Source: an optimization exercise on an open RTL-to-GDS flow (aim: small area, a short achievable clock period and few clock cycles per item). Production flows keep margins and buffers that such runs may drop.
In this exercise RTL edits were held to simulation tests only and were not proved equivalent to the original.

==> build 64: inputs <==
## modexp64
module modexp64 (
    input  wire        clk,
    input  wire        rst,
    input  wire        start,
    input  wire        op,
    input  wire [63:0] a,
    input  wire [63:0] e,
    input  wire [63:0] m,
    output wire        ready,
    output reg         done,
    output wire [63:0] result,
    output reg  [3:0]  errcode
);
    localparam integer K  = 6;      
    localparam integer ND = 12;     
    localparam integer NB = 72;     
    localparam integer NS = 27;
    localparam [4:0] S_IDLE   = 5'd0;
    localparam [4:0] S_CHK    = 5'd1;
    localparam [4:0] S_E0     = 5'd2;    
    localparam [4:0] S_ALIGN  = 5'd3;
    localparam [4:0] S_REDUCE = 5'd4;
    localparam [4:0] S_SWAP   = 5'd5;
    localparam [4:0] S_FIN1   = 5'd6;    
    localparam [4:0] S_FIN2   = 5'd7;
    localparam [4:0] S_FIN3   = 5'd8;
    localparam [4:0] S_PSET   = 5'd9;    
    localparam [4:0] S_PM1    = 5'd10;
    localparam [4:0] S_PM2    = 5'd11;
    localparam [4:0] S_PM3    = 5'd12;
    localparam [4:0] S_PM4    = 5'd13;
    localparam [4:0] S_PM5    = 5'd14;
    localparam [4:0] S_DBL    = 5'd15;   
    localparam [4:0] S_CVB1   = 5'd16;
    localparam [4:0] S_LDX    = 5'd17;
    localparam [4:0] S_CONVB  = 5'd18;
    localparam [4:0] S_HEAD   = 5'd19;
    localparam [4:0] S_MRUN   = 5'd20;   
    localparam [4:0] S_SRUN   = 5'd21;   
    localparam [4:0] S_FRUN   = 5'd22;   
    localparam [4:0] S_MCONV  = 5'd23;
    localparam [4:0] S_SCONV  = 5'd24;
    localparam [4:0] S_FCONV  = 5'd25;
    localparam [4:0] S_FRED   = 5'd26;   
    localparam [1:0] Z_0 = 2'd0, Z_M = 2'd1, Z_NM = 2'd2, Z_MH = 2'd3;
    reg [4:0]    st;
    reg [NS-1:0] sh;       
    reg          rdy;
    reg [63:0]   M;        
    reg [63:0]   E;        
    reg [63:0]   Mh;       
    reg [70:0]   B;        
    reg [70:0]   Rs;       
    reg [71:0]   XM;       
    reg [71:0]   S;        
    reg [71:0]   C;        
    reg [73:0]   ZR;       
    reg          slot1, slotc, cilo, ci1;
    reg          cin;      
    reg [K-1:0]  Vlow;     
    reg [K-1:0]  ydig_r;   
  ...
==> flow/config.mk <==
export PLATFORM = sky130hd
export DESIGN_NAME = modexp64
export DESIGN_NICKNAME = modexp64
export VERILOG_FILES = /design/flow/design.v
export SDC_FILE = /design/flow/constraint.sdc
export NUM_CORES = 4
export LEC_CHECK = 0
export CAP_MARGIN = 20
export CORE_MARGIN = 2
export CORE_UTILIZATION = 40
export SLEW_MARGIN = 20
==> flow/constraint.sdc <==
create_clock -name core_clock -period 15.0 [get_ports {clk}]
set_input_delay 3.0000 -clock core_clock [delete_from_list [all_inputs] [get_ports {clk}]]
set_output_delay 3.0000 -clock core_clock [all_outputs]
set_load 0.01 [all_outputs]
run.sh (not shown) runs the stock make flow with config.mk's settings and CLKGATE_MAP_FILE= SYNTH_SCRIPT=/design/flow/synth_recipe.tcl, a recipe that flattens the netlist after the stock synthesis.
==> build 84 (differences from build 64) <==
--- a/flow/design.v
+++ b/flow/design.v
@@ -104,23 +104,26 @@
             5'd28: mp = 6'd55;
             5'd29: mp = 6'd13;
             5'd30: mp = 6'd43;
             5'd31: mp = 6'd1;
         default: mp = 6'd0;
         endcase
     end
-    wire [73:0] cpa1 = {2'b00, S} + {2'b00, C} + {73'd0, cin};
+    wire [74:0] cpa1x = {2'b00, S, 1'b1} + {2'b00, C, cin};
+    wire [73:0] cpa1  = cpa1x[74:1];
     wire [6:0]  lo7  = {1'b0, Vlow} + {1'b0, Mh[K-1:0]};
     wire        slot = slot1 || (slotc && cin);
-    wire        ci2  = ci1 || (cilo && lo7[K]);
+    wire        c6   = (Vlow > ~Mh[K-1:0]);             
+    wire        ci2  = ci1 || (cilo && c6);
     wire [73:0] p2 = {2'b00, S};
     wire [73:0] q2 = {2'b00, C};
     wire [73:0] s2 = p2 ^ q2 ^ ZR;
     wire [73:0] c2 = {((p2 & q2) | (p2 & ZR) | (q2 & ZR)), slot};
-    wire [73:0] cpa2 = s2 + c2 + {73'd0, ci2};
+    wire [74:0] cpa2x = {s2, 1'b1} + {c2, ci2};
+    wire [73:0] cpa2  = cpa2x[74:1];
     wire [71:0] dsub = {1'b0, B} - {1'b0, Rs};
     wire        ge_inv = !dsub[71];                     
     wire        ge_dbl = ({S, 1'b0} >= {9'd0, M});      
     wire        ge_s   = (S >= {8'd0, M});              
     wire slowrun = !fast && (sh[S_MRUN] || sh[S_SRUN]);
     wire g_inv = sh[S_ALIGN] || sh[S_REDUCE];
     wire g_dbl = sh[S_DBL] || (slowrun && sph == 2'd0);
@@ -226,20 +229,15 @@
             S    <= 72'd0;
             C    <= 72'd0;
             cin  <= 1'b0;
             Vlow <= {K{1'b0}};
         end
     endtask
     always @(posedge clk) begin
-        if (rst) begin
-            st   <= S_IDLE;
-            sh   <= {{(NS-1){1'b0}}, 1'b1};
-            rdy  <= 1'b1;
-            done <= 1'b0;
-        end else begin
+        begin
             done <= 1'b0;
             case (st)
             S_IDLE: begin
                 M    <= m;
                 E    <= e;
                 B    <= {7'd0, a};
                 op_r <= op;
@@ -477,15 +475,15 @@
                 B      <= alu[70:0];
                 XM     <= xm_new;
                 clr_acc;
                 E      <= {1'b0, E[63:1]};
                 j      <= fast ? 4'd0 : (ND - 1);
                 b      <= K - 1;
                 sph    <= 2'd0;
-                ydig_r <= alu[K-1:0];
+                ydig_r <= Vlow;               
                 if (E[1]) begin
                     if (res_one) begin
                         Rs      <= alu[70:0];
                         res_one <= 1'b0;
                         if (e_z2) begin
                             if (fast) begin
                                 ydig_r <= {{(K-1){1'b0}}, 1'b1};
@@ -517,9 +515,15 @@
             end
             default: begin
                 rdy <= 1'b1;
                 go(S_IDLE);
             end
             endcase
         end
+        if (rst) begin
+            st   <= S_IDLE;
+            sh   <= {{(NS-1){1'b0}}, 1'b1};
+            rdy  <= 1'b1;
+            done <= 1'b0;
+        end
     end
 endmodule
==> trial 61 (differences from build 64) <==
--- a/flow/design.v
+++ b/flow/design.v
@@ -104,23 +104,26 @@
             5'd28: mp = 6'd55;
             5'd29: mp = 6'd13;
             5'd30: mp = 6'd43;
             5'd31: mp = 6'd1;
         default: mp = 6'd0;
         endcase
     end
-    wire [73:0] cpa1 = {2'b00, S} + {2'b00, C} + {73'd0, cin};
+    wire [74:0] cpa1x = {2'b00, S, 1'b1} + {2'b00, C, cin};
+    wire [73:0] cpa1  = cpa1x[74:1];
     wire [6:0]  lo7  = {1'b0, Vlow} + {1'b0, Mh[K-1:0]};
     wire        slot = slot1 || (slotc && cin);
-    wire        ci2  = ci1 || (cilo && lo7[K]);
+    wire        c6   = (Vlow > ~Mh[K-1:0]);             
+    wire        ci2  = ci1 || (cilo && c6);
     wire [73:0] p2 = {2'b00, S};
     wire [73:0] q2 = {2'b00, C};
     wire [73:0] s2 = p2 ^ q2 ^ ZR;
     wire [73:0] c2 = {((p2 & q2) | (p2 & ZR) | (q2 & ZR)), slot};
-    wire [73:0] cpa2 = s2 + c2 + {73'd0, ci2};
+    wire [74:0] cpa2x = {s2, 1'b1} + {c2, ci2};
+    wire [73:0] cpa2  = cpa2x[74:1];
     wire [71:0] dsub = {1'b0, B} - {1'b0, Rs};
     wire        ge_inv = !dsub[71];                     
     wire        ge_dbl = ({S, 1'b0} >= {9'd0, M});      
     wire        ge_s   = (S >= {8'd0, M});              
     wire slowrun = !fast && (sh[S_MRUN] || sh[S_SRUN]);
     wire g_inv = sh[S_ALIGN] || sh[S_REDUCE];
     wire g_dbl = sh[S_DBL] || (slowrun && sph == 2'd0);
@@ -226,20 +229,15 @@
             S    <= 72'd0;
             C    <= 72'd0;
             cin  <= 1'b0;
             Vlow <= {K{1'b0}};
         end
     endtask
     always @(posedge clk) begin
-        if (rst) begin
-            st   <= S_IDLE;
-            sh   <= {{(NS-1){1'b0}}, 1'b1};
-            rdy  <= 1'b1;
-            done <= 1'b0;
-        end else begin
+        begin
             done <= 1'b0;
             case (st)
             S_IDLE: begin
                 M    <= m;
                 E    <= e;
                 B    <= {7'd0, a};
                 op_r <= op;
@@ -477,15 +475,15 @@
                 B      <= alu[70:0];
                 XM     <= xm_new;
                 clr_acc;
                 E      <= {1'b0, E[63:1]};
                 j      <= fast ? 4'd0 : (ND - 1);
                 b      <= K - 1;
                 sph    <= 2'd0;
-                ydig_r <= alu[K-1:0];
+                ydig_r <= Vlow;               
                 if (E[1]) begin
                     if (res_one) begin
                         Rs      <= alu[70:0];
                         res_one <= 1'b0;
                         if (e_z2) begin
                             if (fast) begin
                                 ydig_r <= {{(K-1){1'b0}}, 1'b1};
@@ -517,9 +515,15 @@
             end
             default: begin
                 rdy <= 1'b1;
                 go(S_IDLE);
             end
             endcase
         end
+        if (rst) begin
+            st   <= S_IDLE;
+            sh   <= {{(NS-1){1'b0}}, 1'b1};
+            rdy  <= 1'b1;
+            done <= 1'b0;
+        end
     end
 endmodule
==> flow/flow/run.sh (new file) <==
#!/bin/bash
# Layout flow: the standard flow (standard.sh, unchanged synthesis and
# steps), with OpenROAD's setup repair asked to leave a larger slack margin,
# so that the gates on the design's own critical paths get sized for a short
# clock period. The SDC (clock period, I/O delays, loads) is not touched.
set -e
export SETUP_SLACK_MARGIN=10.2
bash standard.sh > standard_flow.log 2>&1
==> flow/standard.sh (new file) <==
#!/bin/bash
# synth_recipe.tcl (not shown) runs the flow's synth.tcl, then flattens the netlist and writes it again
# the make line also repeats each setting of config.mk as NAME=value (left out here)
make -C /OpenROAD-flow-scripts/flow DESIGN_CONFIG=/design/flow/config.mk WORK_HOME=/design/flow/orfs CLKGATE_MAP_FILE= SYNTH_SCRIPT=/design/flow/synth_recipe.tcl "${@:-finish}"
removed: flow/run.sh
==> comparison <==
Build 84 passed the timing, DRC and antenna checks. Trial 61 went through all stages and came out clean. Build 64 produced a clean layout. Die area is the same in build 84 and trial 61. The highest first-iteration DRC count belongs to trial 61, the lowest to build 84. The lowest global-route usage belongs to build 84, the highest to build 64. Between trial 61 and build 64, the lower synthesized area is in trial 61 (gap 0.31%, measured against build 64). Between build 64 and build 84, the lower setup slack is in build 84 (gap 0.32 ns). The lowest final area belongs to build 84, the highest to trial 61. The highest critical path depth belongs to build 64, the lowest to trial 61.
Testbench counts of build 64, summed over its fixed seeds: cycles 200,055, items 192.
Testbench counts of build 84, summed over its fixed seeds: cycles 200,055, items 192.
Testbench counts of trial 61, summed over its fixed seeds: cycles 200,055, items 192.

static timing again, ports no longer ideal:
No port has a modelled driver above. Below, the same layouts with a new extraction and two added sets of constraints.
Step 1: set_driving_cell puts a clkbuf_16 on clk and a buf_2 on each other input, an assumption about the parent block.
Step 2 times the ports against the registers' clock, not the clock port: input delays grow and output delays shrink by t, the midpoint of the rising clock arrivals with the driver on.
a / b / c = no drivers / after step 1 / after step 2; a / b = the first two.
| run | t, ns | setup slack, ns | worst register clock-pin slew, ns | worst slew at a driven data input, ns | cell pins on the clock port's net |
|---|---|---|---|---|---|
| build 64 | 0.867 | 7.551 / 7.551 / 7.551 | 0.07 / 0.07 | 0.10 | 1 |
| build 84 | 0.847 | 7.231 / 7.231 / 7.231 | 0.07 / 0.07 | 0.10 | 1 |
| trial 61 | 0.867 | 9.581 / 9.581 / 9.581 | 0.07 / 0.07 | 0.10 | 1 |
After both steps every run listed still meets setup and hold.
